Context: an optimization exercise on an open-source flow, tuned for small area, a short achievable clock period and few clock cycles per item. The choices shown serve that exercise and are no tape-out recipe. At most, simulation tests tie the RTL to the original design; equivalence was not proved. Only the layout flow was run in run 3; the RTL was not checked for function there. No activity file was given, so power comes from the tool's default toggle rates.

===== design/flow/config.mk =====
export PLATFORM = sky130hd
export DESIGN_NAME = golay_codec
export DESIGN_NICKNAME = golay_codec
export VERILOG_FILES = /design/flow/design.v
export SDC_FILE = /design/flow/constraint.sdc
export NUM_CORES = 4
export LEC_CHECK = 0
export CAP_MARGIN = 20
export CORE_MARGIN = 2
export CORE_UTILIZATION = 40
export CTS_BUF_LIST = sky130_fd_sc_hd__clkbuf_4 sky130_fd_sc_hd__clkbuf_8
export PLACE_DENSITY = 0.8
export SLEW_MARGIN = 20
export TNS_END_PERCENT = 30

===== design/flow/constraint.sdc =====
create_clock -name core_clock -period 10.0 [get_ports {clk}]
set_input_delay 2.0000 -clock core_clock [delete_from_list [all_inputs] [get_ports {clk}]]
set_output_delay 2.0000 -clock core_clock [all_outputs]
set_load 0.01 [all_outputs]

===== design/flow/design.v =====
module golay_parity (
    input  wire [11:0] m,
    output wire [11:0] p
);
    wire x12 = m[1] ^ m[11];
    wire x13 = m[4] ^ m[7];
    wire x14 = m[5] ^ m[8];
    wire x15 = m[0] ^ m[3];
    wire x16 = m[2] ^ m[9];
    wire x17 = m[6] ^ m[10];
    wire x18 = m[4] ^ x12;
    wire x19 = m[10] ^ x12;
    wire x20 = m[9] ^ m[11];
    wire x21 = x14 ^ x16;
    wire x22 = m[6] ^ x12;
    wire x23 = m[2] ^ m[11];
    wire x24 = m[7] ^ x19;
    wire x25 = x15 ^ x23;
    wire x26 = x13 ^ x21;
    wire x27 = x17 ^ x20;
    wire x28 = m[8] ^ x22;
    wire x29 = m[5] ^ x18;
    wire x30 = m[8] ^ x25;
    wire x31 = m[0] ^ x13;
    wire x32 = x14 ^ x27;
    wire x33 = m[0] ^ x14;
    wire x34 = m[7] ^ x25;
    wire x35 = m[3] ^ x16;
    wire x36 = m[1] ^ x15;
    wire x37 = m[0] ^ x16;
    wire x38 = x24 ^ x33;
    wire x39 = m[3] ^ x32;
    wire x40 = x27 ^ x31;
    wire x41 = m[9] ^ x15;
    wire x42 = x28 ^ x37;
    wire x43 = m[11] ^ x26;
    wire x44 = m[5] ^ m[6];
    wire x45 = x24 ^ x35;
    wire x46 = x34 ^ x44;
    wire x47 = x17 ^ x36;
    wire x48 = x26 ^ x47;
    wire x49 = x29 ^ x41;
    wire x50 = m[2] ^ x17;
    wire x51 = x29 ^ x50;
    wire x52 = m[3] ^ x13;
    wire x53 = m[4] ^ m[10];
    wire x54 = x28 ^ x52;
    wire x55 = x30 ^ x53;
    assign p[0] = x49;
    assign p[1] = x55;
    assign p[2] = x45;
    assign p[3] = x42;
    assign p[4] = x38;
    assign p[5] = x40;
    assign p[6] = x39;
    assign p[7] = x43;
    assign p[8] = x54;
    assign p[9] = x46;
    assign p[10] = x51;
    assign p[11] = x48;
endmodule
module golay_weight (
    input  wire [11:0] v,
    output wire [4:0]  ge       
);
    wire [3:1] t0 = {v[0] & v[1] & v[2], (v[0] & v[1]) | (v[0] & v[2]) | (v[1] & v[2]), v[0] | v[1] | v[2]};
    wire [3:1] t1 = {v[3] & v[4] & v[5], (v[3] & v[4]) | (v[3] & v[5]) | (v[4] & v[5]), v[3] | v[4] | v[5]};
    wire [3:1] t2 = {v[6] & v[7] & v[8], (v[6] & v[7]) | (v[6] & v[8]) | (v[7] & v[8]), v[6] | v[7] | v[8]};
    wire [3:1] t3 = {v[9] & v[10] & v[11], (v[9] & v[10]) | (v[9] & v[11]) | (v[10] & v[11]), v[9] | v[10] | v[11]};
    wire [6:1] h0;
    assign h0[1] = t1[1] | t0[1];
    assign h0[2] = t1[2] | (t0[1] & t1[1]) | t0[2];
    assign h0[3] = t1[3] | (t0[1] & t1[2]) | (t0[2] & t1[1]) | t0[3];
    assign h0[4] = (t0[1] & t1[3]) | (t0[2] & t1[2]) | (t0[3] & t1[1]);
    assign h0[5] = (t0[2] & t1[3]) | (t0[3] & t1[2]);
    assign h0[6] = (t0[3] & t1[3]);
    wire [6:1] h1;
    assign h1[1] = t3[1] | t2[1];
    assign h1[2] = t3[2] | (t2[1] & t3[1]) | t2[2];
    assign h1[3] = t3[3] | (t2[1] & t3[2]) | (t2[2] & t3[1]) | t2[3];
    assign h1[4] = (t2[1] & t3[3]) | (t2[2] & t3[2]) | (t2[3] & t3[1]);
    assign h1[5] = (t2[2] & t3[3]) | (t2[3] & t3[2]);
    assign h1[6] = (t2[3] & t3[3]);
    assign ge = {
                 (h0[5] & h1[6]) | (h0[6] & h1[5]), 
                 (h0[3] & h1[6]) | (h0[4] & h1[5]) | (h0[5] & h1[4]) | (h0[6] & h1[3]), 
                 (h0[1] & h1[6]) | (h0[2] & h1[5]) | (h0[3] & h1[4]) | (h0[4] & h1[3]) | (h0[5] & h1[2]) | (h0[6] & h1[1]), 
                 h1[5] | (h0[1] & h1[4]) | (h0[2] & h1[3]) | (h0[3] & h1[2]) | (h0[4] & h1[1]) | h0[5], 
                 h1[4] | (h0[1] & h1[3]) | (h0[2] & h1[2]) | (h0[3] & h1[1]) | h0[4]};
endmodule
module golay_dec24 (
    input  wire [11:0] s,       
    input  wire [11:0] sa,      
    input  wire [4:0]  ws,      
    input  wire [4:0]  wa,      
    output wire [23:0] e,       
    output wire        fail     
);
    function near5;
        input [4:0] v;
        input ge5, ge7, ge9;
        reg o, a, g1, g2, g3;
        begin
            o  = v[0] | v[1];
            a  = v[0] & v[1];
            g1 = v[2] | v[3] | v[4];
            g2 = (v[2] & v[3]) | (v[2] & v[4]) | (v[3] & v[4]);
            g3 = v[2] & v[3] & v[4];
            near5 = (~(o | g1) & ge5)
                  | (~(a | g2 | (o & g1)) & ge7)
                  | (~(g3 | (a & g1) | (o & g2)) & ge9);
        end
    endfunction
    wire [11:0] b2;
    assign b2[0] = near5({s[2], s[6], s[7], s[8], s[10]}, ws[1], ws[2], ws[3]);
    assign b2[1] = near5({s[1], s[5], s[6], s[7], s[9]}, ws[1], ws[2], ws[3]);
    assign b2[2] = near5({s[0], s[4], s[5], s[6], s[8]}, ws[1], ws[2], ws[3]);
    assign b2[3] = near5({s[3], s[4], s[5], s[7], s[10]}, ws[1], ws[2], ws[3]);
    assign b2[4] = near5({s[2], s[3], s[4], s[6], s[9]}, ws[1], ws[2], ws[3]);
    assign b2[5] = near5({s[1], s[2], s[3], s[5], s[8]}, ws[1], ws[2], ws[3]);
    assign b2[6] = near5({s[0], s[1], s[2], s[4], s[7]}, ws[1], ws[2], ws[3]);
    assign b2[7] = near5({s[0], s[1], s[3], s[6], s[10]}, ws[1], ws[2], ws[3]);
    assign b2[8] = near5({s[0], s[2], s[5], s[9], s[10]}, ws[1], ws[2], ws[3]);
    assign b2[9] = near5({s[1], s[4], s[8], s[9], s[10]}, ws[1], ws[2], ws[3]);
    assign b2[10] = near5({s[0], s[3], s[7], s[8], s[9]}, ws[1], ws[2], ws[3]);
    assign b2[11] = (~s[11] & ws[3]) | (s[11] & ws[4]);
    wire [11:0] b4;
    assign b4[0] = near5({sa[2], sa[6], sa[7], sa[8], sa[10]}, wa[1], wa[2], wa[3]);
    assign b4[1] = near5({sa[1], sa[5], sa[6], sa[7], sa[9]}, wa[1], wa[2], wa[3]);
    assign b4[2] = near5({sa[0], sa[4], sa[5], sa[6], sa[8]}, wa[1], wa[2], wa[3]);
    assign b4[3] = near5({sa[3], sa[4], sa[5], sa[7], sa[10]}, wa[1], wa[2], wa[3]);
    assign b4[4] = near5({sa[2], sa[3], sa[4], sa[6], sa[9]}, wa[1], wa[2], wa[3]);
    assign b4[5] = near5({sa[1], sa[2], sa[3], sa[5], sa[8]}, wa[1], wa[2], wa[3]);
    assign b4[6] = near5({sa[0], sa[1], sa[2], sa[4], sa[7]}, wa[1], wa[2], wa[3]);
    assign b4[7] = near5({sa[0], sa[1], sa[3], sa[6], sa[10]}, wa[1], wa[2], wa[3]);
    assign b4[8] = near5({sa[0], sa[2], sa[5], sa[9], sa[10]}, wa[1], wa[2], wa[3]);
    assign b4[9] = near5({sa[1], sa[4], sa[8], sa[9], sa[10]}, wa[1], wa[2], wa[3]);
    assign b4[10] = near5({sa[0], sa[3], sa[7], sa[8], sa[9]}, wa[1], wa[2], wa[3]);
    assign b4[11] = (~sa[11] & wa[3]) | (sa[11] & wa[4]);
    wire lo = ~ws[0] | (|b2);     
    wire hi = ~wa[0] | (|b4);     
    assign fail = ~(lo | hi);
    assign e[0] = (s[0] ? (~ws[0] | b2[2] | b2[6] | b2[7] | b2[8] | b2[10]) : (b2[0] | b2[1] | b2[3] | b2[4] | b2[5] | b2[9] | b2[11])) | b4[0];
    assign e[1] = (s[1] ? (~ws[0] | b2[1] | b2[5] | b2[6] | b2[7] | b2[9]) : (b2[0] | b2[2] | b2[3] | b2[4] | b2[8] | b2[10] | b2[11])) | b4[1];
    assign e[2] = (s[2] ? (~ws[0] | b2[0] | b2[4] | b2[5] | b2[6] | b2[8]) : (b2[1] | b2[2] | b2[3] | b2[7] | b2[9] | b2[10] | b2[11])) | b4[2];
    assign e[3] = (s[3] ? (~ws[0] | b2[3] | b2[4] | b2[5] | b2[7] | b2[10]) : (b2[0] | b2[1] | b2[2] | b2[6] | b2[8] | b2[9] | b2[11])) | b4[3];
    assign e[4] = (s[4] ? (~ws[0] | b2[2] | b2[3] | b2[4] | b2[6] | b2[9]) : (b2[0] | b2[1] | b2[5] | b2[7] | b2[8] | b2[10] | b2[11])) | b4[4];
    assign e[5] = (s[5] ? (~ws[0] | b2[1] | b2[2] | b2[3] | b2[5] | b2[8]) : (b2[0] | b2[4] | b2[6] | b2[7] | b2[9] | b2[10] | b2[11])) | b4[5];
    assign e[6] = (s[6] ? (~ws[0] | b2[0] | b2[1] | b2[2] | b2[4] | b2[7]) : (b2[3] | b2[5] | b2[6] | b2[8] | b2[9] | b2[10] | b2[11])) | b4[6];
    assign e[7] = (s[7] ? (~ws[0] | b2[0] | b2[1] | b2[3] | b2[6] | b2[10]) : (b2[2] | b2[4] | b2[5] | b2[7] | b2[8] | b2[9] | b2[11])) | b4[7];
    assign e[8] = (s[8] ? (~ws[0] | b2[0] | b2[2] | b2[5] | b2[9] | b2[10]) : (b2[1] | b2[3] | b2[4] | b2[6] | b2[7] | b2[8] | b2[11])) | b4[8];
    assign e[9] = (s[9] ? (~ws[0] | b2[1] | b2[4] | b2[8] | b2[9] | b2[10]) : (b2[0] | b2[2] | b2[3] | b2[5] | b2[6] | b2[7] | b2[11])) | b4[9];
    assign e[10] = (s[10] ? (~ws[0] | b2[0] | b2[3] | b2[7] | b2[8] | b2[9]) : (b2[1] | b2[2] | b2[4] | b2[5] | b2[6] | b2[10] | b2[11])) | b4[10];
    assign e[11] = (s[11] ? (~ws[0] | b2[11]) : (b2[0] | b2[1] | b2[2] | b2[3] | b2[4] | b2[5] | b2[6] | b2[7] | b2[8] | b2[9] | b2[10])) | b4[11];
    assign e[12] = (sa[0] ? (~wa[0] | b4[2] | b4[6] | b4[7] | b4[8] | b4[10]) : (b4[0] | b4[1] | b4[3] | b4[4] | b4[5] | b4[9] | b4[11])) | b2[0];
    assign e[13] = (sa[1] ? (~wa[0] | b4[1] | b4[5] | b4[6] | b4[7] | b4[9]) : (b4[0] | b4[2] | b4[3] | b4[4] | b4[8] | b4[10] | b4[11])) | b2[1];
    assign e[14] = (sa[2] ? (~wa[0] | b4[0] | b4[4] | b4[5] | b4[6] | b4[8]) : (b4[1] | b4[2] | b4[3] | b4[7] | b4[9] | b4[10] | b4[11])) | b2[2];
    assign e[15] = (sa[3] ? (~wa[0] | b4[3] | b4[4] | b4[5] | b4[7] | b4[10]) : (b4[0] | b4[1] | b4[2] | b4[6] | b4[8] | b4[9] | b4[11])) | b2[3];
    assign e[16] = (sa[4] ? (~wa[0] | b4[2] | b4[3] | b4[4] | b4[6] | b4[9]) : (b4[0] | b4[1] | b4[5] | b4[7] | b4[8] | b4[10] | b4[11])) | b2[4];
    assign e[17] = (sa[5] ? (~wa[0] | b4[1] | b4[2] | b4[3] | b4[5] | b4[8]) : (b4[0] | b4[4] | b4[6] | b4[7] | b4[9] | b4[10] | b4[11])) | b2[5];
    assign e[18] = (sa[6] ? (~wa[0] | b4[0] | b4[1] | b4[2] | b4[4] | b4[7]) : (b4[3] | b4[5] | b4[6] | b4[8] | b4[9] | b4[10] | b4[11])) | b2[6];
    assign e[19] = (sa[7] ? (~wa[0] | b4[0] | b4[1] | b4[3] | b4[6] | b4[10]) : (b4[2] | b4[4] | b4[5] | b4[7] | b4[8] | b4[9] | b4[11])) | b2[7];
    assign e[20] = (sa[8] ? (~wa[0] | b4[0] | b4[2] | b4[5] | b4[9] | b4[10]) : (b4[1] | b4[3] | b4[4] | b4[6] | b4[7] | b4[8] | b4[11])) | b2[8];
    assign e[21] = (sa[9] ? (~wa[0] | b4[1] | b4[4] | b4[8] | b4[9] | b4[10]) : (b4[0] | b4[2] | b4[3] | b4[5] | b4[6] | b4[7] | b4[11])) | b2[9];
    assign e[22] = (sa[10] ? (~wa[0] | b4[0] | b4[3] | b4[7] | b4[8] | b4[9]) : (b4[1] | b4[2] | b4[4] | b4[5] | b4[6] | b4[10] | b4[11])) | b2[10];
    assign e[23] = (sa[11] ? (~wa[0] | b4[11]) : (b4[0] | b4[1] | b4[2] | b4[3] | b4[4] | b4[5] | b4[6] | b4[7] | b4[8] | b4[9] | b4[10])) | b2[11];
endmodule
module golay_codec (
    input  wire        clk,
    input  wire        rst,         
    input  wire        in_valid,
    output wire        in_ready,
    input  wire [1:0]  in_op,       
    input  wire [23:0] in_word,
    output reg         out_valid,
    input  wire        out_ready,
    output reg  [23:0] out_word,
    output reg         out_fail
);
    wire        i_dec = in_op[1];
    wire        i_o23 = in_op[0];
    wire        i_w23 = i_o23 ? ~(^in_word[22:0]) : in_word[23];
    wire [11:0] i_wh  = {i_w23, in_word[22:12]};
    wire [11:0] i_hA, i_lA;
    golay_parity u_ph (.m(i_wh), .p(i_hA));
    golay_parity u_pl (.m(in_word[11:0]), .p(i_lA));
    wire [11:0] i_s  = in_word[11:0] ^ i_hA;
    wire [11:0] i_sa = i_wh ^ i_lA;
    wire adv = !out_valid || out_ready;
    assign in_ready = adv;
    reg         m_v;
    reg  [1:0]  m_op;
    reg  [23:0] m_w;
    reg  [11:0] m_s, m_sa;
    always @(posedge clk) begin
        if (rst)
            m_v <= 1'b0;
        else if (adv)
            m_v <= in_valid;
    end
    always @(posedge clk) begin
        if (adv) begin
            m_op <= in_op;
            m_w  <= {i_wh, in_word[11:0]};
            m_s  <= i_s;
            m_sa <= i_sa;
        end
    end
    wire        m_dec = m_op[1];
    wire        m_o23 = m_op[0];
    wire [11:0] m_wh  = m_w[23:12];
    wire [4:0] m_ws, m_wa;
    golay_weight u_ws (.v(m_s),  .ge(m_ws));
    golay_weight u_wa (.v(m_sa), .ge(m_wa));
    wire [4:0]  m_ws_g = m_dec ? m_ws : 5'b00001;
    wire [4:0]  m_wa_g = m_dec ? m_wa : 5'b00000;
    wire [23:0] m_e;
    wire        m_dfail;
    golay_dec24 u_dec (.s(m_s), .sa(m_sa), .ws(m_ws_g), .wa(m_wa_g), .e(m_e), .fail(m_dfail));
    wire [23:0] m_c      = {m_wh, m_w[11:0]} ^ m_e;
    wire [23:0] result      = {m_c[23] & ~m_o23, m_c[22:0]};
    wire        result_fail = m_dfail;
    always @(posedge clk) begin
        if (rst)
            out_valid <= 1'b0;
        else if (adv)
            out_valid <= m_v;
    end
    always @(posedge clk) begin
        if (adv) begin
            out_word <= result;
            out_fail <= result_fail;
        end
    end
endmodule

===== design/flow/flow/run.sh =====
#!/bin/bash
set -euo pipefail
export MY_ABC_SCRIPT=$PWD/flow/abc.script
MARGIN=$(cat flow/margin.txt)
bash standard.sh SYNTH_SCRIPT=$PWD/flow/synth.tcl SETUP_SLACK_MARGIN=$MARGIN \
  "BUFFER_PORTS_ARGS=-buffer_cell sky130_fd_sc_hd__buf_1" finish > flow_standard.log 2>&1

===== design/flow/flow/abc.script =====
strash
&get -n
&fraig -x
&put
scorr
dc2
dretime
strash
&get -n
&dch -f
&nf {D}
&put
buffer -c
topo
stime -c
upsize -c
dnsize -c

===== design/flow/flow/margin.txt =====
5.6

===== design/flow/flow/synth.tcl =====
# The standard synthesis script (synth_recipe.tcl), with one change: ABC
# maps the logic with flow/abc.script instead of ORFS's abc_speed.script.
# Registers are mapped before ABC runs, so they are the standard ones.
proc synth {args} { yosys synth -nofsm -noshare {*}$args }
proc abc {args} {
  set i [lsearch -exact $args -script]
  if {$i >= 0} { lset args [expr {$i + 1}] $::env(MY_ABC_SCRIPT) }
  yosys abc {*}$args
}
source $::env(SCRIPTS_DIR)/synth.tcl
# left out here: clear keep_hierarchy, flatten, clean up, hide names made inside functions, write 1_2_yosys.v

===== design/flow/standard.sh =====
#!/bin/bash
# synth_recipe.tcl (not shown) runs the flow's synth.tcl, then flattens the netlist and writes it again
# the make line also repeats each setting of config.mk as NAME=value (left out here)
make -C /OpenROAD-flow-scripts/flow DESIGN_CONFIG=/design/flow/config.mk WORK_HOME=/design/flow/orfs CLKGATE_MAP_FILE= SYNTH_SCRIPT=/design/flow/synth_recipe.tcl "${@:-finish}"

==> impl_metrics.ini, run 1 <==
[global_routing]
grt_usage_pct = 21.5
antenna_found_initial = 0
overflow = 0
grt_max_degree = 40
grt_pass1_vias = 6020
grt_pass1_wl_mm = 31.4

[detailed_routing]
viasPerCell = 6.37
wirelength_met1_mm = 8.20
dr_wl_met3_mm = 2.33
drtIter0Drc = 1210
highest_layer = met4
ant_nets = 0
drt-total-wl_mm = 21.8
drc = 0
first_pass_iters = 6
wire_per_inst_um = 19.9
wl_met2_mm = 10.2
vias = 6970

[sta]
rsz0062_at_grt = true
fin_worst_skew_ns = 0.0132
final_max_slew_viol_count = 0
post-route-min-period_ns = 4.46
max-slew-margin-rel_pct = 34.1
hold_viol_final = 0
fmax_mhz = 224
worst_pin_slew_ns = 0.988
finalSetupViolations = 0
fin_hold_ws_ns = 0.461
post-route-period-util_pct = 44.6
fin_tns_setup_ns = 0

[finish]
final_cell_mix = xnor2_1, edfxtp_1, buf_4
instances_no_fill = 1095
syn_to_final_growth_pct = 15.0
layout.cells.most_common = xnor2_1
utilization_pct = 47.0
nNetsFinal = 895
final_layout_size_suffix_gt1_share_pct = 16.4
nFillCells = 1515
diodes = 0

[setup_path]
rrSetupSlack_ns = 5.64
critical_path_class = input port to primary output
worstPathArrival_ns = 2.46
reg2reg_from = m_sa[7]
cp_cell_sequence = buf_2 -> nand2b_4 -> buf_2
ff2ff_path_depth = 11
worstPathRequired_ns = 8.00
slowest_delay_ns = 0.16
crit_fanout = 4
endpoint_kind = primary output
setup.worst_path.start = out_ready
rr_endpoint = out_word[14]
crit_path_start_kind = input port
crit_path_frequent_cell = buf_2
cp_slowest_cell = nand2b_4

[die]
core-area_mm2 = 0.0172
rows = 48
ios = 57
fp.dieW_um = 137
dieArea_mm2 = 0.0187
initial_core_util_pct = 40.9
die_h_um = 137

[place]
dp.cells = 1014
portBuffers = 56
gp_congestion = 0.983
place_hpwl_mm = 13.8

[status]
status = timing/DRC/antenna clean

[clocking]
clock-root-buffer = clkbuf_8
h-tree-depth = 3
numCtsBuffers = 9
cts_tree = built
clk_path_buf_depth = 2
clock_latency_ns = 0.35
clk_pin_slew_ns = 0.09
cts.sinks = 77

[hold_path]
min_to = out_valid
holdPathStages = 2
hold_class = flop to flop
min_from = m_v

[run]
maxCapViolations = 0

[power_and_ir_drop]
ir_worst_vdd_mv = 0.210
p_leak_nw = 2.93
powerDensity_mw_per_mm2 = 397

[logic_synthesis]
synth_edf_count = 75
ys_seq_area_share_pct = 32.5
yosysWarnings = 2
synthArstFlopShare_pct = 0
syn_avg_cell_area_um2 = 8.81
synth.distinct_cells = 73
synth_nets = 830
syn_inst = 800
ys.flop_type = edfxtp_1
synth.ff_latch_count = 77
synth.cell_area_mm2 = 0.00705
[worst max-delay path by stage]
| stage | slack [ns] | endpoint |
|---|---|---|
| final | 5.54 | in_ready |
| after global routing | 5.51 | out_word[18] |
| after CTS | 5.56 | in_ready |
| after detailed placement | 4.89 | m_s[8] |
| after global placement | 4.90 | in_ready |
| after floorplan | 5.38 | in_ready |
[flip-flops by register name, summed over array words and instances, names as in the netlist]
name / flops
m_w: 24
m_s: 12
out_fail: 1
out_word: 24
m_op: 2
m_sa: 12
m_v: 1
out_valid: 1
[per-stage QoR]
stage,area (um2),worst slack (ns),total power (W)
2_1_floorplan,7070,5.38,0.00217
3_3_place_gp,7270,4.90,0.00258
3_5_place_dp,7270,4.89,0.00262
4_1_cts,7720,5.56,0.00297
5_1_grt,8100,5.51,0.00339
6_report,8100,5.54,0.00322
[cell usage after synthesis (all sizes together) (3+ instances only)]
library cell	number	area share [%]
xnor2	97	12
edfxtp	75	32
o21ai	62	4.4
nand2	61	3.3
nor3	52	4.2
xor2	52	6.5
nor2	48	2.6
clkbuf	43	2.3
a21oi	41	3.0
nand3	35	2.7
buf	27	2.1
maj3	26	3.7
nor4	21	2.1
and3	14	1.2
o22ai	13	1.2
or3	11	1.3
a211oi	10	1.4
a31oi	10	1.4
a32oi	9	1.1
nand4	9	0.80
a22oi	8	0.85
inv	8	0.43
o211ai	8	0.85
a311oi	6	1.1
o41ai	6	1.3
a2111oi	4	0.50
and2	4	0.36
nor3b	4	0.57
o32ai	4	0.50
a21boi	3	0.37
nand2b	3	0.27
o221ai	3	0.37
[logic make-up after synthesis]
logic type / Yosys count / share of synthesized area, %
buf+inv: 78 / 4.81
compound gates: 195 / 19.4
flops: 77 / 32.5
fa+ha+maj: 26 / 3.75
xor+xnor: 149 / 18.5
mux: 1 / 0.142
simple gates: 274 / 20.8
[repair_timing]
action	4_1_cts	5_1_grt
gates resized for setup	16	7
cloned	3	0
buffers inserted	16	46
endpoints found under the setup margin	33	28
hold buffers	0	0
pin swaps	7	4
[routing by layer]
layer	GRT usage (%)	vias to the layer above
met4	9.20	0
met1	28.0	3250
met2	34.6	507
met5	0	-
met3	4.37	107
li1	-	3106
[worst max-delay path, delay by kind of cell]
| kind | cells | cell delay (ns) |
|---|---|---|
| buffers and inverters | 2 | 0.30 |
| and+or+nand+nor | 1 | 0.16 |
[where the power goes]
| part | switching (W) | internal [W] | total, W |
|---|---|---|---|
| Sequential | 0.000200 | 0.000545 | 0.000744 |
| Combinational | 0.00135 | 0.000878 | 0.00223 |
| Clock | 0.000125 | 0.000119 | 0.000245 |
[cell type report]
| type | instances | area [um2] | area share, % |
|---|---|---|---|
| Clock buffer | 9 | 124 | 1.53 |
| Clock inverter | 7 | 80.1 | 0.988 |
| Inverter | 8 | 30.0 | 0.371 |
| Multi-Input combinational cell | 648 | 4590 | 56.6 |
| Sequential cell | 77 | 2290 | 28.3 |
| Tap cell | 225 | 282 | 3.47 |
| Timing Repair Buffer | 121 | 706 | 8.71 |
Testbench counts, summed over its fixed seeds: cycles 16,016, items 16,000.
==> run 2: changes to the inputs <==
==> design/flow/flow/abc.script (replaced) <==
strash
&get -n
&fraig -x
&put
scorr
dc2
dretime
strash
&get -n
&dch -f
&nf {D}
&put
topo
--- a/design/flow/config.mk
+++ b/design/flow/config.mk
@@ -9,6 +9,5 @@
 export CORE_MARGIN = 2
 export CORE_UTILIZATION = 40
 export CTS_BUF_LIST = sky130_fd_sc_hd__clkbuf_4 sky130_fd_sc_hd__clkbuf_8
-export PLACE_DENSITY = 0.8
 export SLEW_MARGIN = 20
 export TNS_END_PERCENT = 30
==> run 2 against run 1 <==
Still clean; design area is 2.2% lower; worst hold slack worse by 0.011 ns; critical path depth stayed put; global-route usage is 3.7 points higher; synthesized area is 8.0% lower; clock skew is 0.0040 ns lower; count of clock-buffer cells in the layout is 2 higher; core utilization is 2.9 points higher; combinational power is 4% lower; critical path type unchanged.
==> impl_metrics.ini, run 2 <==
[logic_synthesis]
synth_compound_area_share_pct = 18.9
synth.distinct_cells = 47
synth_common_cells = xnor2_1, edfxtp_1, o21ai_0
synth_top_family_by_area = simple AND/OR/NAND/NOR gates
ys_seq_area_share_pct = 35.3
yosysTopAreaCell = edfxtp_1
synth.cell_area_mm2 = 0.00648
synth_edf_count = 75
synth_mux_area_share_pct = 0.154
synthAdderAreaFrac_pct = 4.01
synth_top_area_share_pct = 34.7
synthArstFlopShare_pct = 0
synth.ff_latch_count = 77
ys.flop_type = edfxtp_1
synthSimpleGateAreaFrac_pct = 21.0
syn_avg_cell_area_um2 = 8.88
yosysWarnings = 2
synth_xor_area_share_pct = 20.1
synth.area.top_cells = edfxtp_1, xnor2_1, xor2_1, o21ai_0, maj3_1
syn_inst = 730
synth_most_common_cell = xnor2_1
synth_nets = 760

[detailed_routing]
ant_nets = 0
drc = 0
wirelength_met1_mm = 9.27
viasPerCell = 6.29
wl_met2_mm = 10.8
highest_layer = met4
drtIter0Drc = 773
first_pass_iters = 6
drt-total-wl_mm = 23.0
vias = 6784
wire_per_inst_um = 21.4
dr_wl_met3_mm = 2.03

[global_routing]
grt_pass1_wl_mm = 34.3
grt_pass1_vias = 6102
antenna_found_initial = 0
grt_max_degree = 40
grt_usage_pct = 25.2
overflow = 0

[clocking]
clock-root-buffer = clkbuf_8
numCtsBuffers = 9
ctsHoldBuffers = 0
h-tree-depth = 3
clk_pin_slew_ns = 0.08
cts_tree = built
cts.sinks = 77
clk_path_buf_depth = 2
clock_latency_ns = 0.37

[sta]
fin_hold_ws_ns = 0.449
rsz0062_at_grt = true
post-route-min-period_ns = 4.38
worst_pin_slew_ns = 0.991
hold_viol_final = 0
fin_tns_setup_ns = 0
final_max_slew_viol_count = 0
post-route-period-util_pct = 43.8
max-slew-margin-rel_pct = 33.9
fin_worst_skew_ns = 0.00918
fin_ws_ns = 5.62
fmax_mhz = 228
finalSetupViolations = 0

[setup_path]
cp_cell_sequence = buf_6 -> nand2b_4 -> buf_6
slowest_delay_ns = 0.14
critPathBufInv = 2
endpoint_kind = primary output
ff2ff_path_depth = 11
worstPathArrival_ns = 2.38
crit_fanout = 4
crit_family = buffers and inverters
critical_path_class = input port to primary output
cp_num_cells = 3
crit_path_start_kind = input port
cp_slowest_cell = nand2b_4
crit_path_frequent_cell = buf_6
worstPathRequired_ns = 8.00

[place]
place_hpwl_mm = 15.4
dp.cells = 1014
dp_slack_ns = 4.82
gp_congestion = 0.907
portBuffers = 56
placedInstanceArea_mm2 = 0.00709

[run]
maxCapViolations = 0

[die]
die_h_um = 131
core-area_mm2 = 0.0159
dieArea_mm2 = 0.0172
fp.dieW_um = 131
initial_core_util_pct = 40.8
rows = 46
ios = 57

[power_and_ir_drop]
powerDensity_mw_per_mm2 = 401
p_leak_nw = 2.83
ir_worst_vdd_mv = 0.126

[hold_path]
hold_class = flop to flop
holdPathStages = 2

[finish]
syn_to_final_growth_pct = 22.2
diodes = 0
top_regs = m_w x24, out_word x24
final_cell_mix = xnor2_1, edfxtp_1, o21ai_0, nand2_1, buf_4
finalInstanceArea_mm2 = 0.00792
layout.cells.most_common = xnor2_1
instances_no_fill = 1078
nNetsFinal = 887
final_layout_size_suffix_gt1_share_pct = 12.8

[status]
status = timing/DRC/antenna clean
run 2: changes by cell type in the layout (fill, tap and decap cells not counted), sizes merged:
cell	change
clkbuf	+2
bufinv	+2
and4bb	-1
nor4bb	+1
inv	-11
buf	-8
clkinv	+8
clkinvlp	-1
run 2: final cells by class:
class	count	area (um2)
Clock inverter	5	108
Multi-Input combinational cell	648	4430
Timing Repair Buffer	113	657
Sequential cell	77	2290
Inverter	8	30.0
Fill cell	1513	7960
Clock buffer	11	139
Tap cell	216	270
run 2: where the power goes:
part / internal (W) / switching, W
clock: 0.000173 / 0.000122
sequential: 0.000546 / 0.000189
combinational: 0.000829 / 0.00132
total: 0.00155 / 0.00163
run 2: tightest hold or removal path: stages, from the launching register on:
cell,delay [ns]
dfxtp_1,0.32
clkinv_1,0.04
a21oi_1,0.05
run 2: cells by family (layout without fill, tap and decap cells):
logic type               Yosys count  count (layout)
AO/OA/AOI/OAI                    195             195
buffers and inverters              8             137
multiplexers                       1               1
adder cells (fa/ha/maj)           26              26
flip-flops                        77              77
AND/OR/NAND/NOR                  274             277
XOR/XNOR                         149             149
run 2: timing repair:
item / 4_1_cts / 5_1_grt
endpoints found under the hold margin: 0 / 0
cloned: 3 / 0
setup endpoints to repair: 32 / 32
gates resized for setup: 31 / 12
pin swaps: 1 / 1
buffers inserted: 8 / 37
run 2: routing by layer:
metal	vias up	global-route usage [%]
met5	-	0
met1	3225	32.1
met3	72	4.24
met2	399	42.6
met4	0	9.90
li1	3088	-
run 2: final timing paths:
kind                                 from   endpoint  slack [ns]
worst max-delay path            out_ready   in_ready        5.62
worst min-delay path                  m_v  out_valid        0.45
worst max register to register    m_sa[4]   out_fail        5.64
worst min register to register        m_v  out_valid        0.45
run 2: through the flow:
stage / total power, W / utilization, %
finish: 0.00318 / 49.9
CTS: 0.00297 / 47.7
floorplan: 0.00200 / -
detailed placement: 0.00258 / 44.6
global route: 0.00338 / 49.9
global placement: 0.00255 / 44.6
==> run 3: changes to the inputs <==
--- a/design/flow/design.v
+++ b/design/flow/design.v
@@ -187,7 +187,14 @@
     wire [11:0] i_s  = in_word[11:0] ^ i_hA;
     wire [11:0] i_sa = i_wh ^ i_lA;
     wire adv = !out_valid || out_ready;
-    assign in_ready = adv;
+    reg  o_empty;
+    always @(posedge clk) begin
+        if (rst)
+            o_empty <= 1'b1;
+        else if (adv)
+            o_empty <= !m_v;
+    end
+    assign in_ready = o_empty || out_ready;
     reg         m_v;
     reg  [1:0]  m_op;
     reg  [23:0] m_w;
==> design/flow/flow/abc.script (replaced) <==
strash
&get -n
&fraig -x
&put
scorr
dc2
dretime
strash
&get -n
&dch -f
&nf {D}
&put
buffer -c
topo
stime -c
upsize -c
dnsize -c
==> run 3 against run 2 <==
Total power about the same; worst setup slack worse by 0.042 ns; wire length down 11%; sequential cell count up 1; worst hold slack better by 0.018 ns; die area up 6.7%; synthesized cell count up 8.5%; clock power down 6%; combinational power up 3%; via count down 5.2%; largest cell class unchanged.
==> impl_metrics.ini, run 3 <==
[status]
status = timing/DRC/antenna clean

[detailed_routing]
wire_per_inst_um = 19.1
vias = 6433
viasPerCell = 5.96
drc = 0
drt-total-wl_mm = 20.6
first_pass_iters = 6
drtIter0Drc = 629
ant_nets = 0

[finish]
multi_input_area_mm2 = 0.00440
syn_to_final_growth_pct = 14.4
nNetsFinal = 879
nFillCells = 1671
seqCellArea_mm2 = 0.00231
diodes = 0
top_regs = m_w x24, out_word x24
layout.cells.most_common = xnor2_1
final_layout_size_suffix_gt1_share_pct = 14.5
final_cell_mix = xnor2_1, edfxtp_1, nand2_1
finalInstanceArea_mm2 = 0.00793

[hold_path]
holdPathStages = 2
min_to = o_empty
hold_class = flop to flop
min_from = o_empty

[global_routing]
grt_usage_pct = 22.0
grt_pass1_wl_mm = 31.3
overflow = 0
antenna_found_initial = 0
grt_pass1_vias = 5679
grt_max_degree = 76

[setup_path]
crit_fanout = 2
worstPathRequired_ns = 8.00
reg2reg_from = m_sa[7]
worstPathArrival_ns = 2.42
crit_path_start_kind = input port
rrSetupSlack_ns = 5.73
endpoint_kind = primary output
critical_path_class = input port to primary output
ff2ff_path_depth = 12
rr_endpoint = out_word[22]
setup.worst_path.start = out_ready

[logic_synthesis]
synth_common_cells = xnor2_1, edfxtp_1, nand2_1
yosysTopAreaCell = edfxtp_1
synth_edf_count = 75
synth_top_area_share_pct = 32.5
synth.distinct_cells = 69
syn_inst = 792
syn_avg_cell_area_um2 = 8.75
ys_seq_area_share_pct = 33.4
synth.ff_latch_count = 78
synthArstFlopShare_pct = 0
synth_nets = 822
synth.area.top_cells = edfxtp_1, xnor2_1, xor2_1, o21ai_0, maj3_1
ys.flop_type = edfxtp_1
synth_most_common_cell = xnor2_1
yosysWarnings = 2
synth.cell_area_mm2 = 0.00693

[sta]
post-route-period-util_pct = 44.2
worst_pin_slew_ns = 0.959
fmax_mhz = 226
max-slew-margin-rel_pct = 36.1
finalSetupViolations = 0
rsz0062_at_grt = true
fin_hold_ws_ns = 0.467
post-route-min-period_ns = 4.42
fin_tns_setup_ns = 0
hold_viol_final = 0
final_max_slew_viol_count = 0
fin_worst_skew_ns = 0.0166
fin_ws_ns = 5.58

[die]
dieArea_mm2 = 0.0184
fp.dieW_um = 136
core-area_mm2 = 0.0171
ios = 57
rows = 48
die_h_um = 136
initial_core_util_pct = 40.5

[clocking]
clock_latency_ns = 0.38
clk_path_buf_depth = 2
cts.sinks = 78
cts_tree = built
h-tree-depth = 3
clk_pin_slew_ns = 0.08
ctsHoldBuffers = 0
clock-root-buffer = clkbuf_8
numCtsBuffers = 9

[power_and_ir_drop]
p_leak_nw = 2.82
powerDensity_mw_per_mm2 = 401
ir_worst_vdd_mv = 0.151

[place]
place_hpwl_mm = 14.3
dp_slack_ns = 5.32
portBuffers = 56
gp_congestion = 0.968
placedInstanceArea_mm2 = 0.00717

[run]
maxCapViolations = 0
==> run 3: cell count changes in the layout (fill, tap and decap cells not counted), sizes merged, moves of 6 or more <==
cell	delta
a31oi	+8
and2	+9
buf	+7
clkinv	-8
inv	+8
nand3	-12
nor2	+6
nor3	-20
nor4	-9
xnor2	+7
xor2	-7
==> run 3: area by class of cell <==
class                           count  area share [%]
Tap cell                          225            3.55
Inverter                            7           0.331
Sequential cell                    78            29.2
Multi-Input combinational cell    635            55.5
Clock buffer                       10            1.66
Timing Repair Buffer              118            8.62
Clock inverter                      6            1.17
==> run 3: worst max-delay path: stages <==
cell,delay (ns)
buf_1,0.08
or2_4,0.23
buf_6,0.12
==> run 3: kinds of logic (layout without fill, tap and decap cells) <==
| kind of cell | after synthesis | in the layout | synth area share [%] |
|---|---|---|---|
| AO/OA/AOI/OAI | 203 | 203 | 20.4 |
| adder cells (fa/ha/maj) | 28 | 28 | 4.08 |
| XOR/XNOR | 149 | 149 | 18.8 |
| flip-flops | 78 | 78 | 33.4 |
| multiplexers | 1 | 1 | 0.144 |
| buffers and inverters | 79 | 141 | 4.96 |
| AND/OR/NAND/NOR | 254 | 254 | 18.2 |
==> run 3: worst max-delay path by stage <==
stage	cells after the start	end	slack, ns
2_1_floorplan	11	m_s[0]	5.62
3_3_place_gp	11	m_s[10]	5.38
3_5_place_dp	11	m_s[0]	5.32
4_1_cts	3	in_ready	5.58
5_1_grt	13	out_word[17]	5.53
6_report	3	in_ready	5.58
==> run 3: per-layer routing <==
layer | wire length (um) | GRT usage (%)
met3 | 1690 | 3.74
met1 | 8570 | 29.9
met5 | 0 | 0
met2 | 9780 | 35.7
met4 | 537 | 7.23
==> run 3: power by group <==
part | internal, W | switching, W | total, W
Combinational | 0.000889 | 0.00132 | 0.00221
Clock | 0.000146 | 0.000132 | 0.000278
Sequential | 0.000549 | 0.000142 | 0.000691
Total | 0.00158 | 0.00159 | 0.00318
==> run 3: stage by stage <==
step           util (%)  std cells  total power [W]
6_report           46.3       1079          0.00318
5_1_grt            46.3       1079          0.00340
4_1_cts            43.6       1028          0.00295
3_5_place_dp       41.9       1008          0.00264
3_3_place_gp       41.9       1008          0.00265
2_1_floorplan         -        792          0.00218
==> run 3: repair_timing <==
action,CTS,global route
pin swaps,1,4
buffers inserted,4,51
endpoints found under the setup margin,17,32
gates resized for setup,7,12
==> run 4: changes to the inputs <==
--- a/design/flow/design.v
+++ b/design/flow/design.v
@@ -187,14 +187,7 @@
     wire [11:0] i_s  = in_word[11:0] ^ i_hA;
     wire [11:0] i_sa = i_wh ^ i_lA;
     wire adv = !out_valid || out_ready;
-    reg  o_empty;
-    always @(posedge clk) begin
-        if (rst)
-            o_empty <= 1'b1;
-        else if (adv)
-            o_empty <= !m_v;
-    end
-    assign in_ready = o_empty || out_ready;
+    assign in_ready = adv;
     reg         m_v;
     reg  [1:0]  m_op;
     reg  [23:0] m_w;
==> design/flow/flow/run.sh (replaced) <==
#!/bin/bash
set -euo pipefail
export MY_ABC_SCRIPT=$PWD/flow/abc.script
MARGIN=$(cat flow/margin.txt)
bash standard.sh SYNTH_SCRIPT=$PWD/flow/synth.tcl SETUP_SLACK_MARGIN=$MARGIN \
  "BUFFER_PORTS_ARGS=-buffer_cell sky130_fd_sc_hd__buf_1" RECOVER_POWER=100 finish > flow_standard.log 2>&1
==> run 4 against run 3 <==
The layout now fails its checks (capacitance limit, slew limit); count of clock-buffer cells in the layout decreased by 1; global-route usage increased by 0.36 points; core utilization is 1.0 points lower; first-iteration DRC count grew 1.9%; largest power group unchanged; largest cell class unchanged; total power fell by 3.6%; die area increased by 1.6%.
==> impl_metrics.ini, run 4 <==
[sta]
fmax_mhz = 201
post-route-period-util_pct = 49.7
fin_worst_skew_ns = 0.00967
hold_viol_final = 0
post-route-min-period_ns = 4.97
rsz0062_at_grt = true
finalSetupViolations = 0
final_max_slew_viol_count = 40
max-slew-margin-rel_pct = -26.1
fin_tns_setup_ns = 0
worst_pin_slew_ns = 1.89

[clocking]
clock_latency_ns = 0.37
clk_path_buf_depth = 2
clock-root-buffer = clkbuf_8
clk_pin_slew_ns = 0.08
numCtsBuffers = 9
cts_tree = built
cts.sinks = 77
h-tree-depth = 3

[die]
fp.dieW_um = 137
core-area_mm2 = 0.0172
initial_core_util_pct = 40.9
rows = 48
dieArea_mm2 = 0.0187
die_h_um = 137
ios = 57

[detailed_routing]
drt-total-wl_mm = 21.4
viasPerCell = 6.07
wire_per_inst_um = 20.0
first_pass_iters = 5
ant_nets = 0
vias = 6522
drc = 0
drtIter0Drc = 641

[place]
portBuffers = 56
dp.cells = 1018
gp_congestion = 0.947
placedInstanceArea_mm2 = 0.00732
place_hpwl_mm = 14.2

[logic_synthesis]
synth_most_common_cell = xnor2_1
synth_common_cells = xnor2_1, edfxtp_1, nand2_1
synth_top_area_share_pct = 32.0
yosysWarnings = 2
synth_nets = 830
syn_inst = 800
ys_seq_area_share_pct = 32.5
synth.cell_area_mm2 = 0.00705
synth.distinct_cells = 73
synthArstFlopShare_pct = 0
synth.ff_latch_count = 77
synth.area.top_cells = edfxtp_1, xnor2_1, xor2_1, o21ai_0, nor3_1
synth_edf_count = 75
yosysTopAreaCell = edfxtp_1
ys.flop_type = edfxtp_1
syn_avg_cell_area_um2 = 8.81

[setup_path]
endpoint_kind = flop
rr_endpoint = out_word[16]
critical_path_class = flop to flop
ff2ff_path_depth = 11
setup.worst_path.start = m_sa[10]
crit_family = simple AND/OR/NAND/NOR gates
endpoint = out_word[16]
rrSetupSlack_ns = 5.03
crit_fanout = 19
worstPathArrival_ns = 5.09
cp_slowest_cell = nor3_1
cp_num_cells = 11
critPathBufInv = 1
cp_cell_sequence = maj3_1 -> a211oi_1 -> o221ai_1 -> o41ai_1 -> clkbuf_1 -> a2111oi_0 -> nor3_1 -> and3_1 -> or3b_1 -> a21boi_0 -> xnor2_1
slowest_delay_ns = 0.83
worstPathRequired_ns = 10.12
reg2reg_from = m_sa[10]
crit_path_start_kind = flop

[finish]
diodes = 0
layout.cells.most_common = xnor2_1
final_cell_mix = xnor2_1, edfxtp_1, nand2_1
multi_input_area_mm2 = 0.00445
nFillCells = 1705
syn_to_final_growth_pct = 10.8
instances_no_fill = 1074
nNetsFinal = 874
final_layout_size_suffix_gt1_share_pct = 11.1
top_regs = m_w x24, out_word x24
seqCellArea_mm2 = 0.00229
finalInstanceArea_mm2 = 0.00780

[global_routing]
grt_pass1_vias = 5702
antenna_found_initial = 0
overflow = 0
grt_pass1_wl_mm = 32.1
grt_usage_pct = 22.4
grt_max_degree = 40

[power_and_ir_drop]
ir_worst_vdd_mv = 0.144
p_leak_nw = 2.76
powerDensity_mw_per_mm2 = 392

[status]
status = failed layout checks
so_faults = capacitance limit, slew limit

[hold_path]
hold_class = flop to flop

[run]
maxCapViolations = 1
run 4: changes by cell type in the layout (fill, tap and decap cells not counted), moves of 6 or more:
| cell | change |
|---|---|
| nor4_1 | +9 |
| clkbuf_1 | +27 |
| xnor2_1 | -7 |
| o21ai_0 | +6 |
| nor2_1 | -7 |
| nor3_1 | +17 |
| buf_4 | -20 |
| buf_1 | -24 |
| and2_1 | -8 |
| a21oi_1 | +6 |
| a31oi_2 | -8 |
| xor2_1 | +9 |
| nand3_1 | +11 |
run 4: logic make-up after synthesis:
group / share of synthesized area, %
AND/OR/NAND/NOR: 20.8
AO/OA/AOI/OAI: 19.4
XOR/XNOR: 18.5
buffers and inverters: 4.81
flip-flops: 32.5
adder cells (fa/ha/maj): 3.75
multiplexers: 0.142
run 4: metal layers:
metal | track usage (%) | vias up | part of all wire (%)
met5 | 0 | - | 0
met4 | 9.09 | 0 | 2.8
met3 | 2.22 | 52 | 8.4
met2 | 34.4 | 381 | 45
met1 | 32.2 | 3024 | 44
li1 | - | 3065 | -
run 4: worst min path at each step:
| stage | startpoint | to | slack, ns | cells after the start |
|---|---|---|---|---|
| 2_1_floorplan | m_v | out_valid | 0.42 | 2 |
| 6_report | m_v | out_valid | 0.45 | 2 |
| 3_3_place_gp | m_v | out_valid | 0.44 | 2 |
| 5_1_grt | m_v | out_valid | 0.49 | 2 |
| 4_1_cts | m_v | out_valid | 0.45 | 2 |
| 3_5_place_dp | m_v | out_valid | 0.44 | 2 |
run 4: final cells by class:
cell class | count | share of cell area (%)
Clock buffer | 9 | 1.59
Tap cell | 225 | 3.61
Timing Repair Buffer | 100 | 6.83
Multi-Input combinational cell | 648 | 57.0
Clock inverter | 7 | 1.23
Sequential cell | 77 | 29.4
Inverter | 8 | 0.385
run 4: where the power goes:
group          internal [W]  switching, W
Combinational      0.000812       0.00123
Clock              0.000141      0.000130
Sequential         0.000544      0.000203
run 4: worst reg2reg max path: cells and delay by family, from the launching register on:
kind	cells	cell delay, ns
and+or+nand+nor	3	1.50
DFF	1	0.66
buffers and inverters	1	0.52
AOI/OAI and AO/OA	5	1.44
adders and majority gates	1	0.51
xor gates and xnor gates	1	0.10
run 4: repair_timing:
item                       in CTS  in global routing
pin swaps                       5                  2
gates cloned                    3                  0
hold buffers                    0                  0
setup buffers                  12                 25
gates resized for setup         6                 17
setup endpoints to repair      24                 29
run 4: metrics by stage:
stage | power, W | worst slack [ns] | hold WS [ns] | utilization [%]
after floorplan | 0.00217 | 5.38 | 0.419 | -
final | 0.00306 | 5.03 | 0.446 | 45.3
after global routing | 0.00328 | 4.75 | 0.491 | 45.3
after global placement | 0.00262 | 4.85 | 0.438 | 42.4
after detailed placement | 0.00263 | 4.85 | 0.442 | 42.4
after CTS | 0.00297 | 5.35 | 0.454 | 44.6
Testbench counts of run 4, summed over its fixed seeds: cycles 16,016, items 16,000.

-- re-timing with driven ports --
Ports are ideal in the flow. The routed layouts listed here were re-timed in OpenROAD.
Step 1 assumes that a clkbuf_16 drives the clock port and a buf_2 every other input.
Step 2 moves the port delays by t, midway between the first and last clock arrival at a register: inputs arrive t later, outputs are due t later. That takes back most of the time a late clock gives input paths.
Three values: ideal ports, drivers, drivers and shift; two values: the first two.
| run | shift t [ns] | slack for setup (ns) | worst register clock-pin slew, ns |
|---|---|---|---|
| run 1 | 0.382 | 5.541 / 5.517 / 5.282 | 0.09 / 0.09 |
| run 2 | 0.401 | 5.618 / 5.584 / 5.381 | 0.09 / 0.09 |
| run 3 | 0.404 | 5.576 / 5.555 / 5.503 | 0.10 / 0.10 |
| run 4 | 0.404 | 5.031 / 5.031 / 4.806 | 0.09 / 0.09 |
The setup slack of run 1, which loses most, moves by -0.024 ns with the drivers and by -0.259 ns with both steps.
